Background: an optimization exercise with open tools, aiming at small area and a short achievable clock period. Do not read the settings as production practice.
Where RTL was checked, it was by simulation tests only, not by an equivalence proof against the original.
Power and IR drop assume default switching activity.

==> run a <==
==> flow/design.v <==
module dfbridge (
    input  wire        clk,
    input  wire        rst,           
    input  wire        cmd_valid,
    input  wire [15:0] cmd,
    output wire        cmd_ready,
    output reg         rsp_valid,
    output reg  [15:0] rsp,
    input  wire        evt_valid,
    input  wire [15:0] evt,
    output reg         miso_valid,
    output reg  [7:0]  miso,
    output reg         utx_valid,
    output reg  [7:0]  utx,
    output reg         busy
);
    reg [7:0] mem0 [0:63];
    reg [7:0] mem1 [0:63];
    reg [6:0] head0, tail0, head1, tail1;     
    reg       wv0, wv1;               
    reg [7:0] wdat0, wdat1;           
    reg [7:0] spi_rxd, spi_txd;
    reg       spi_rxavail, spi_txv, spi_reqpend;
    reg       spi_en, spi_rxie, spi_reqie;
    reg [7:0] uart_rxd, uart_txd;
    reg       uart_rxavail, uart_fe_cur, uart_or_cur, uart_txfull;
    reg       uart_en, uart_rxie, uart_txrdy_ie;
    reg       gie;
    reg [2:0] clpc;
    reg [6:0] flg;
    reg [7:0] cnt [0:6];
    function [7:0] inc8;
        input [7:0] a;
        integer k;
        reg c;
        begin
            c = 1'b1;
            for (k = 0; k < 8; k = k + 1) begin
                inc8[k] = a[k] ^ c;
                c = c & a[k];
            end
        end
    endfunction
    function [7:0] dec8;
        input [7:0] a;
        integer k;
        reg c;
        begin
            c = 1'b1;
            for (k = 0; k < 8; k = k + 1) begin
                dec8[k] = a[k] ^ c;
                c = c & ~a[k];
            end
        end
    endfunction
    wire [6:0] head0_i = inc8({1'b0, head0});
    wire [6:0] head1_i = inc8({1'b0, head1});
    wire [6:0] tail0_i = inc8({1'b0, tail0});
    wire [6:0] tail1_i = inc8({1'b0, tail1});
    wire [6:0] count0 = head0 - tail0;
    wire [6:0] count1 = head1 - tail1;
    wire       nz0   = head0 != tail0;
    wire       nz1   = head1 != tail1;
    wire       full0 = head0 == {~tail0[6], tail0[5:0]};
    wire       full1 = head1 == {~tail1[6], tail1[5:0]};
    wire [5:0] wa0   = dec8({2'b00, head0[5:0]});
    wire [5:0] wa1   = dec8({2'b00, head1[5:0]});
    wire [7:0] rd0   = (wv0 && head0 == tail0_i) ? wdat0 : mem0[tail0[5:0]];
    wire [7:0] rd1   = (wv1 && head1 == tail1_i) ? wdat1 : mem1[tail1[5:0]];
    wire [3:0] pend = {uart_en & ~uart_txfull, uart_rxavail, spi_reqpend, spi_rxavail};
    wire [3:0] ie   = {uart_txrdy_ie, uart_rxie, spi_reqie, spi_rxie};
    wire [3:0] rdy  = pend & ie;
    wire       irq  = gie & (|rdy);
    wire [3:0] ivec = {rdy[3] & ~rdy[2] & ~rdy[1] & ~rdy[0],
                       rdy[2] & ~rdy[1] & ~rdy[0],
                       rdy[1] & ~rdy[0],
                       rdy[0]};
    wire [3:0] pollc = pend & ~ie;
    assign cmd_ready = ~irq;
    wire host = cmd_valid & ~irq;
    wire tick = ~cmd_valid & ~irq;
    wire [7:0] op  = cmd[15:8];
    wire [7:0] imm = cmd[7:0];
    wire       z   = imm == 8'h00;
    wire c_sei   = op == 8'h01 && z;
    wire c_cli   = op == 8'h02 && z;
    wire c_push0 = op == 8'h10;
    wire c_push1 = op == 8'h18;
    wire c_pop0  = op == 8'h11 && z;
    wire c_pop1  = op == 8'h19 && z;
    wire c_len0  = op == 8'h12 && z;
    wire c_len1  = op == 8'h1A && z;
    wire c_cap   = (op == 8'h13 || op == 8'h1B) && z;
    wire c_full0 = op == 8'h14 && z;
    wire c_full1 = op == 8'h1C && z;
    wire c_emp0  = op == 8'h15 && z;
    wire c_emp1  = op == 8'h1D && z;
    wire c_sinit = op == 8'h20 && imm[7:3] == 5'd0;
    wire c_sei_s = op == 8'h21 && z;
    wire c_ssend = op == 8'h22;
    wire c_savl  = op == 8'h23 && z;
    wire c_serr  = op == 8'h24 && z;
    wire c_srecv = op == 8'h25 && z;
    wire c_uinit = op == 8'h28 && !imm[7] && imm[5:4] != 2'b11;
    wire c_uei   = op == 8'h29 && z;
    wire c_usend = op == 8'h2A;
    wire c_uavl  = op == 8'h2B && z;
    wire c_uerr  = op == 8'h2C && z;
    wire c_urecv = op == 8'h2D && z;
    wire c_flow  = op == 8'h30 && z;
    wire c_scan  = op == 8'h31 && z;
    wire c_poll  = op == 8'h32 && imm[7:2] == 6'd0;
    wire c_dcnt  = op == 8'h40 && imm[7:3] == 5'd0 && imm[2:0] != 3'd7;
    wire c_dflg  = op == 8'h41 && z;
    wire c_dstat = op == 8'h42 && z;
    wire c_dpend = op == 8'h43 && z;
    wire c_nop   = op == 8'h00 && z;
    wire c_legal = c_nop | c_sei | c_cli | c_push0 | c_push1 | c_pop0 | c_pop1 |
                   c_len0 | c_len1 | c_cap | c_full0 | c_full1 | c_emp0 | c_emp1 |
                   c_sinit | c_sei_s | c_ssend | c_savl | c_serr | c_srecv |
                   c_uinit | c_uei | c_usend | c_uavl | c_uerr | c_urecv |
                   c_flow | c_scan | c_poll | c_dcnt | c_dflg | c_dstat | c_dpend;
    wire tk0 = clpc == 3'd0;
    wire tk1 = clpc == 3'd1;
    wire tkp = clpc[2] | clpc[1];                  
    wire [3:0] tk_pv = {clpc[2] & clpc[0], clpc[2] & ~clpc[0],
                        ~clpc[2] & clpc[0], ~clpc[2] & ~clpc[0]};
    wire [3:0] c_pv  = {imm[1] & imm[0], imm[1] & ~imm[0], ~imm[1] & imm[0], ~imm[1] & ~imm[0]};
    wire do_flow = (host & c_flow) | (tick & tk0);
    wire do_scan = (host & c_scan) | (tick & tk1);
    wire [3:0] run = ({4{irq}} & ivec) |
                     ({4{tick & tkp}} & tk_pv & pollc) |
                     ({4{host & c_poll}} & c_pv & pollc);
    wire push0_req = run[0] | (host & c_push0);
    wire [7:0] push0_d = run[0] ? spi_rxd : imm;
    wire push0 = push0_req & ~full0;
    wire pop0_isr0 = run[0] & uart_en & ~uart_txfull;
    wire pop0_isr3 = run[3] & nz0;
    wire pop0_host = host & c_pop0 & nz0;
    wire pop0 = pop0_isr0 | pop0_isr3 | pop0_host;
    wire [7:0] pv0 = (run[0] & ~nz0) ? spi_rxd : rd0;
    wire push1_req = (run[2] & ~uart_fe_cur & ~uart_or_cur) | (host & c_push1);
    wire [7:0] push1_d = run[2] ? uart_rxd : imm;
    wire push1 = push1_req & ~full1;
    wire isr1_load = run[1] & ~spi_txv;
    wire pop1 = (isr1_load | (host & c_pop1)) & nz1;
    wire s_ssend_ok = host & c_ssend & spi_en & ~spi_txv;
    wire s_usend_ok = host & c_usend & uart_en & ~uart_txfull;
    wire       m_spi_en   = spi_en | (host & c_sinit);
    wire       m_spi_txv  = spi_txv | run[1] | s_ssend_ok;
    wire [7:0] m_spi_txd  = s_ssend_ok ? imm : isr1_load ? (nz1 ? rd1 : 8'hFF) : spi_txd;
    wire       m_spi_rxav = spi_rxavail & ~run[0] & ~(host & c_srecv);
    wire       m_uart_en  = uart_en | (host & c_uinit);
    wire       m_txfull   = uart_txfull | pop0_isr0 | pop0_isr3 | s_usend_ok;
    wire [7:0] m_uart_txd = s_usend_ok ? imm : (pop0_isr0 | pop0_isr3) ? pv0 : uart_txd;
    wire       urx_clr    = run[2] | (host & c_urecv);
    wire       m_urxav    = uart_rxavail & ~urx_clr;
    wire       m_fe       = uart_fe_cur & ~urx_clr;
    wire       m_or       = uart_or_cur & ~urx_clr;
    wire [6:0] m_flg_set = {1'b0, 1'b0, 1'b0,
                            (host & c_pop1 & ~nz1) | (isr1_load & ~nz1),
                            push1_req & full1,
                            host & c_pop0 & ~nz0,
                            push0_req & full0};
    wire [6:0] m_flg = do_scan ? 7'd0 : (flg | m_flg_set);
    wire [7:0] eop = evt[15:8];
    wire e_sel   = evt_valid && eop == 8'h80 && evt[7:0] == 8'h00 && m_spi_en && !m_spi_txv;
    wire e_xfer  = evt_valid && eop == 8'h81 && m_spi_en;
    wire e_rx    = evt_valid && eop[7:1] == 7'b1000001 && m_uart_en;
    wire e_txd   = evt_valid && eop == 8'h84 && evt[7:0] == 8'h00 && m_uart_en && m_txfull;
    wire flow_hi = count0 > 7'd48;
    wire flow_lo = count0 < 7'd16;
    wire m_busy  = flow_hi ? 1'b1 : flow_lo ? 1'b0 : busy;
    reg [15:0] r;
    always @(*) begin
        r = 16'h0000;
        if (!c_legal) r = 16'hFF00;
        if (c_push0) r[0] = ~full0;
        if (c_push1) r[0] = ~full1;
        if (c_pop0)  r = nz0 ? {8'h00, rd0} : 16'h0100;
        if (c_pop1)  r = nz1 ? {8'h00, rd1} : 16'h0100;
        if (c_len0)  r[6:0] = count0;
        if (c_len1)  r[6:0] = count1;
        if (c_cap)   r[6] = 1'b1;
        if (c_full0) r[0] = full0;
        if (c_full1) r[0] = full1;
        if (c_emp0)  r[0] = ~nz0;
        if (c_emp1)  r[0] = ~nz1;
        if (c_sei_s && !spi_en) r = 16'h0200;
        if (c_ssend && (!spi_en || spi_txv)) r = 16'h0200;
        if (c_savl)  r[0] = spi_rxavail;
        if (c_serr)  r[5] = flg[6];
        if (c_srecv) r = spi_rxavail ? {8'h00, spi_rxd} : 16'h0200;
        if (c_uei && !uart_en) r = 16'h0200;
        if (c_usend && (!uart_en || uart_txfull)) r = 16'h0200;
        if (c_uavl)  r[0] = uart_rxavail;
        if (c_uerr)  r[7:0] = {2'b00, flg[5], flg[4], 2'b00, uart_or_cur, uart_fe_cur};
        if (c_urecv) r = uart_rxavail ? {8'h00, uart_rxd} : 16'h0200;
        if (c_flow)  r[0] = m_busy;
        if (c_scan)  r[6:0] = flg;
        if (c_poll)  r[0] = |(c_pv & pollc);
        if (c_dcnt)  r[7:0] = cnt[imm[2:0]];
        if (c_dflg)  r[6:0] = flg;
        if (c_dstat) r[7:0] = {uart_en, spi_en, spi_txv, uart_txfull, nz1,
                               uart_txrdy_ie, busy, gie};
        if (c_dpend) r[7:0] = {ie, pend};
    end
    always @(posedge clk) begin
        if (wv0) mem0[wa0] <= wdat0;
        if (wv1) mem1[wa1] <= wdat1;
        wdat0 <= push0_d;
        wdat1 <= push1_d;
        rsp   <= r;
        miso  <= m_spi_txv ? m_spi_txd : 8'hFF;
        utx   <= m_uart_txd;
        if (e_xfer) spi_rxd <= evt[7:0];
        spi_txd  <= m_spi_txd;
        if (e_rx) uart_rxd <= evt[7:0];
        uart_txd <= m_uart_txd;
    end
    integer i;
    always @(posedge clk) begin
        if (rst) begin
            head0 <= 7'd0; tail0 <= 7'd0; wv0 <= 1'b0;
            head1 <= 7'd0; tail1 <= 7'd0; wv1 <= 1'b0;
            spi_rxavail <= 1'b0; spi_txv <= 1'b0; spi_reqpend <= 1'b0;
            spi_en <= 1'b0; spi_rxie <= 1'b0; spi_reqie <= 1'b0;
            uart_rxavail <= 1'b0; uart_fe_cur <= 1'b0; uart_or_cur <= 1'b0; uart_txfull <= 1'b0;
            uart_en <= 1'b0; uart_rxie <= 1'b0; uart_txrdy_ie <= 1'b0;
            gie <= 1'b0; busy <= 1'b0; clpc <= 3'd0; flg <= 7'd0;
            for (i = 0; i < 7; i = i + 1) cnt[i] <= 8'd0;
            rsp_valid <= 1'b0; miso_valid <= 1'b0; utx_valid <= 1'b0;
        end else begin
            wv0 <= push0;
            if (push0) head0 <= head0_i;
            if (pop0)  tail0 <= tail0_i;
            wv1 <= push1;
            if (push1) head1 <= head1_i;
            if (pop1)  tail1 <= tail1_i;
            if (c_sei & host) gie <= 1'b1;
            else if (c_cli & host) gie <= 1'b0;
            if (do_flow) busy <= m_busy;
            if (tick) clpc <= (clpc == 3'd5) ? 3'd0 : clpc + 3'd1;
            spi_en <= m_spi_en;
            if (host & c_sei_s & spi_en) begin spi_rxie <= 1'b1; spi_reqie <= 1'b1; end
            spi_txv <= m_spi_txv & ~e_xfer;
            spi_rxavail <= m_spi_rxav | e_xfer;
            spi_reqpend <= (spi_reqpend & ~run[1]) | e_sel | e_xfer;
            uart_en <= m_uart_en;
            if (host & c_uei & uart_en) uart_rxie <= 1'b1;
            uart_txfull <= m_txfull & ~e_txd;
            uart_rxavail <= m_urxav | e_rx;
            uart_fe_cur <= e_rx ? evt[8] : m_fe;
            uart_or_cur <= m_or | (e_rx & m_urxav);
            if (run[0] & push0) uart_txrdy_ie <= 1'b1;
            else if (run[3] & ~nz0) uart_txrdy_ie <= 1'b0;
            flg <= m_flg | {e_xfer & m_spi_rxav, e_rx & m_urxav, e_rx & evt[8], 1'b0, 1'b0, 1'b0, 1'b0}
                         | {3'b000, e_xfer & ~m_spi_txv, 3'b000};
            for (i = 0; i < 7; i = i + 1)
                if (do_scan && flg[i] && cnt[i] != 8'hFF) cnt[i] <= inc8(cnt[i]);
            rsp_valid  <= host;
            miso_valid <= e_xfer;
            utx_valid  <= e_txd;
        end
    end
endmodule
==> flow/run.sh <==
#!/bin/bash
# synth_recipe.tcl (not shown) runs the flow's synth.tcl, then flattens the netlist and writes it again
# the make line also repeats each setting of config.mk as NAME=value (left out here)
make -C /OpenROAD-flow-scripts/flow DESIGN_CONFIG=/design/flow/config.mk WORK_HOME=/design/flow/orfs CLKGATE_MAP_FILE= SYNTH_SCRIPT=/design/flow/synth_recipe.tcl finish
==> flow/config.mk <==
export PLATFORM = sky130hd
export DESIGN_NAME = dfbridge
export DESIGN_NICKNAME = dfbridge
export VERILOG_FILES = /design/flow/design.v
export SDC_FILE = /design/flow/constraint.sdc
export NUM_CORES = 4
export LEC_CHECK = 0
export CAP_MARGIN = 20
export CORE_MARGIN = 2
export CORE_UTILIZATION = 45
export SLEW_MARGIN = 20
==> flow/constraint.sdc <==
create_clock -name core_clock -period 10.0 [get_ports {clk}]
set_input_delay 2.0000 -clock core_clock [delete_from_list [all_inputs] [get_ports {clk}]]
set_output_delay 2.0000 -clock core_clock [all_outputs]
set_load 0.01 [all_outputs]
==> run b (differences from run a) <==
--- a/flow/design.v
+++ b/flow/design.v
@@ -21,7 +21,8 @@
     reg [7:0] wdat0, wdat1;           
     reg [7:0] spi_rxd, spi_txd;
     reg       spi_rxavail, spi_txv, spi_reqpend;
-    reg       spi_en, spi_rxie, spi_reqie;
+    reg       spi_en, spi_rxie;              
+    wire      spi_reqie = spi_rxie;
     reg [7:0] uart_rxd, uart_txd;
     reg       uart_rxavail, uart_fe_cur, uart_or_cur, uart_txfull;
     reg       uart_en, uart_rxie, uart_txrdy_ie;
@@ -65,18 +66,31 @@
     wire       full1 = head1 == {~tail1[6], tail1[5:0]};
     wire [5:0] wa0   = dec8({2'b00, head0[5:0]});
     wire [5:0] wa1   = dec8({2'b00, head1[5:0]});
-    wire [7:0] rd0   = (wv0 && head0 == tail0_i) ? wdat0 : mem0[tail0[5:0]];
-    wire [7:0] rd1   = (wv1 && head1 == tail1_i) ? wdat1 : mem1[tail1[5:0]];
+    wire [63:0] tsel0 = 64'd1 << tail0[5:0];
+    wire [63:0] tsel1 = 64'd1 << tail1[5:0];
+    reg  [7:0]  mrd0, mrd1;
+    integer j;
+    always @(*) begin
+        mrd0 = 8'h00;
+        mrd1 = 8'h00;
+        for (j = 0; j < 64; j = j + 1) begin
+            mrd0 = mrd0 | (mem0[j] & {8{tsel0[j]}});
+            mrd1 = mrd1 | (mem1[j] & {8{tsel1[j]}});
+        end
+    end
+    wire [7:0] rd0   = (wv0 && head0 == tail0_i) ? wdat0 : mrd0;
+    wire [7:0] rd1   = (wv1 && head1 == tail1_i) ? wdat1 : mrd1;
     wire [3:0] pend = {uart_en & ~uart_txfull, uart_rxavail, spi_reqpend, spi_rxavail};
     wire [3:0] ie   = {uart_txrdy_ie, uart_rxie, spi_reqie, spi_rxie};
     wire [3:0] rdy  = pend & ie;
-    wire       irq  = gie & (|rdy);
+    reg        irq;                           
     wire [3:0] ivec = {rdy[3] & ~rdy[2] & ~rdy[1] & ~rdy[0],
                        rdy[2] & ~rdy[1] & ~rdy[0],
                        rdy[1] & ~rdy[0],
                        rdy[0]};
     wire [3:0] pollc = pend & ~ie;
-    assign cmd_ready = ~irq;
+    reg        ready_r;                       
+    assign cmd_ready = ready_r;
     wire host = cmd_valid & ~irq;
     wire tick = ~cmd_valid & ~irq;
     wire [7:0] op  = cmd[15:8];
@@ -168,6 +182,16 @@
     wire e_xfer  = evt_valid && eop == 8'h81 && m_spi_en;
     wire e_rx    = evt_valid && eop[7:1] == 7'b1000001 && m_uart_en;
     wire e_txd   = evt_valid && eop == 8'h84 && evt[7:0] == 8'h00 && m_uart_en && m_txfull;
+    wire n_gie         = (gie | (host & c_sei)) & ~(host & c_cli);
+    wire n_spi_rxie    = spi_rxie | (host & c_sei_s & spi_en);
+    wire n_uart_rxie   = uart_rxie | (host & c_uei & uart_en);
+    wire n_txrdy_ie    = (uart_txrdy_ie | (run[0] & push0)) & ~(run[3] & ~nz0);
+    wire n_spi_rxav    = m_spi_rxav | e_xfer;
+    wire n_spi_reqpend = (spi_reqpend & ~run[1]) | e_sel | e_xfer;
+    wire n_txfull      = m_txfull & ~e_txd;
+    wire n_urxav       = m_urxav | e_rx;
+    wire n_irq = n_gie & ((n_spi_rxav & n_spi_rxie) | (n_spi_reqpend & n_spi_rxie) |
+                          (n_urxav & n_uart_rxie) | (m_uart_en & ~n_txfull & n_txrdy_ie));
     wire flow_hi = count0 > 7'd48;
     wire flow_lo = count0 < 7'd16;
     wire m_busy  = flow_hi ? 1'b1 : flow_lo ? 1'b0 : busy;
@@ -224,10 +248,10 @@
             head0 <= 7'd0; tail0 <= 7'd0; wv0 <= 1'b0;
             head1 <= 7'd0; tail1 <= 7'd0; wv1 <= 1'b0;
             spi_rxavail <= 1'b0; spi_txv <= 1'b0; spi_reqpend <= 1'b0;
-            spi_en <= 1'b0; spi_rxie <= 1'b0; spi_reqie <= 1'b0;
+            spi_en <= 1'b0; spi_rxie <= 1'b0;
             uart_rxavail <= 1'b0; uart_fe_cur <= 1'b0; uart_or_cur <= 1'b0; uart_txfull <= 1'b0;
             uart_en <= 1'b0; uart_rxie <= 1'b0; uart_txrdy_ie <= 1'b0;
-            gie <= 1'b0; busy <= 1'b0; clpc <= 3'd0; flg <= 7'd0;
+            gie <= 1'b0; irq <= 1'b0; ready_r <= 1'b1; busy <= 1'b0; clpc <= 3'd0; flg <= 7'd0;
             for (i = 0; i < 7; i = i + 1) cnt[i] <= 8'd0;
             rsp_valid <= 1'b0; miso_valid <= 1'b0; utx_valid <= 1'b0;
         end else begin
@@ -237,23 +261,23 @@
             wv1 <= push1;
             if (push1) head1 <= head1_i;
             if (pop1)  tail1 <= tail1_i;
-            if (c_sei & host) gie <= 1'b1;
-            else if (c_cli & host) gie <= 1'b0;
+            gie <= n_gie;
+            irq <= n_irq;
+            ready_r <= ~n_irq;
             if (do_flow) busy <= m_busy;
             if (tick) clpc <= (clpc == 3'd5) ? 3'd0 : clpc + 3'd1;
             spi_en <= m_spi_en;
-            if (host & c_sei_s & spi_en) begin spi_rxie <= 1'b1; spi_reqie <= 1'b1; end
+            spi_rxie <= n_spi_rxie;
             spi_txv <= m_spi_txv & ~e_xfer;
-            spi_rxavail <= m_spi_rxav | e_xfer;
-            spi_reqpend <= (spi_reqpend & ~run[1]) | e_sel | e_xfer;
+            spi_rxavail <= n_spi_rxav;
+            spi_reqpend <= n_spi_reqpend;
             uart_en <= m_uart_en;
-            if (host & c_uei & uart_en) uart_rxie <= 1'b1;
-            uart_txfull <= m_txfull & ~e_txd;
-            uart_rxavail <= m_urxav | e_rx;
+            uart_rxie <= n_uart_rxie;
+            uart_txfull <= n_txfull;
+            uart_rxavail <= n_urxav;
             uart_fe_cur <= e_rx ? evt[8] : m_fe;
             uart_or_cur <= m_or | (e_rx & m_urxav);
-            if (run[0] & push0) uart_txrdy_ie <= 1'b1;
-            else if (run[3] & ~nz0) uart_txrdy_ie <= 1'b0;
+            uart_txrdy_ie <= n_txrdy_ie;
             flg <= m_flg | {e_xfer & m_spi_rxav, e_rx & m_urxav, e_rx & evt[8], 1'b0, 1'b0, 1'b0, 1'b0}
                          | {3'b000, e_xfer & ~m_spi_txv, 3'b000};
             for (i = 0; i < 7; i = i + 1)
==> flow/flow/run.sh (new file) <==
#!/bin/bash
set -euo pipefail
bash standard.sh SETUP_SLACK_MARGIN=6.8 finish > flow_make.log 2>&1
==> flow/standard.sh (new file) <==
#!/bin/bash
# synth_recipe.tcl (not shown) runs the flow's synth.tcl, then flattens the netlist and writes it again
# the make line also repeats each setting of config.mk as NAME=value (left out here)
make -C /OpenROAD-flow-scripts/flow DESIGN_CONFIG=/design/flow/config.mk WORK_HOME=/design/flow/orfs CLKGATE_MAP_FILE= SYNTH_SCRIPT=/design/flow/synth_recipe.tcl "${@:-finish}"
CTS_BUF_LIST = sky130_fd_sc_hd__clkbuf_8   (was unset)
CTS_CLUSTER_SIZE = 30   (was unset)
removed: flow/run.sh
==> summary of the runs <==
Against run b, the cell count of run a is smaller by 16%. In area after synthesis, run b and run a hardly differ. Against run a, the sequential power of run b is smaller by about 0.7%. Against run a, the non-clock buffer count of run b is higher by 304. Between run b and run a, the lower first-iteration DRC count is in run a (gap 66%, measured against run a).
==> figures <==
item	run a	run b
Outcome	no timing/DRC/antenna violations	no timing/DRC/antenna violations
Die height	340 um	340 um
Crit path setup slack, layout	4.61 ns	6.30 ns
Logic depth of the worst register-to-register path	8	13
Buffer cell driving the clock tree root	sky130_fd_sc_hd__clkbuf_16	sky130_fd_sc_hd__clkbuf_8
Share of synthesized cell area in and, or, nand and nor gates	6.96%	13.1%
Fin util	51.0%	55.8%
Area of the multi-input gates	14900 um2	17900 um2
Area occupied by registers	34900 um2	34700 um2
Nets in the synthesized netlist	3272	3854
Layout Nets	3373	4238
The RTL of run b was laid out without a check of its function.

-- separate check: timing with driven ports --
Ports are ideal in the flow. The routed layouts listed here were re-timed in OpenROAD.
Step 1 sets driving cells, clkbuf_16 on the clock port and buf_2 on the other inputs (assumed; they add their load-dependent delay and slew).
Step 2 adds t to the input delays and takes it off the output delays; t is the mean of the earliest and latest rising clock arrival at the registers after step 1. Input paths then give back, and output paths get back, about the clock's delay inside the block.
Slacks: ideal / step 1 / step 2; pairs: ideal / step 1.
| run | t (ns) | setup slack, ns | worst setup path after step 2 | slew at the worst register clock pin (ns) |
|---|---|---|---|---|
| run a | 0.802 | 4.607 / 4.638 / 3.835 | input to register | 0.07 / 0.07 |
| run b | 0.924 | 6.299 / 6.318 / 5.396 | input to register | 0.07 / 0.07 |
After both steps setup and hold are still met in every run listed. For run b, which loses most, drivers alone change the setup slack by +0.019 ns; drivers and shift together by -0.903 ns.
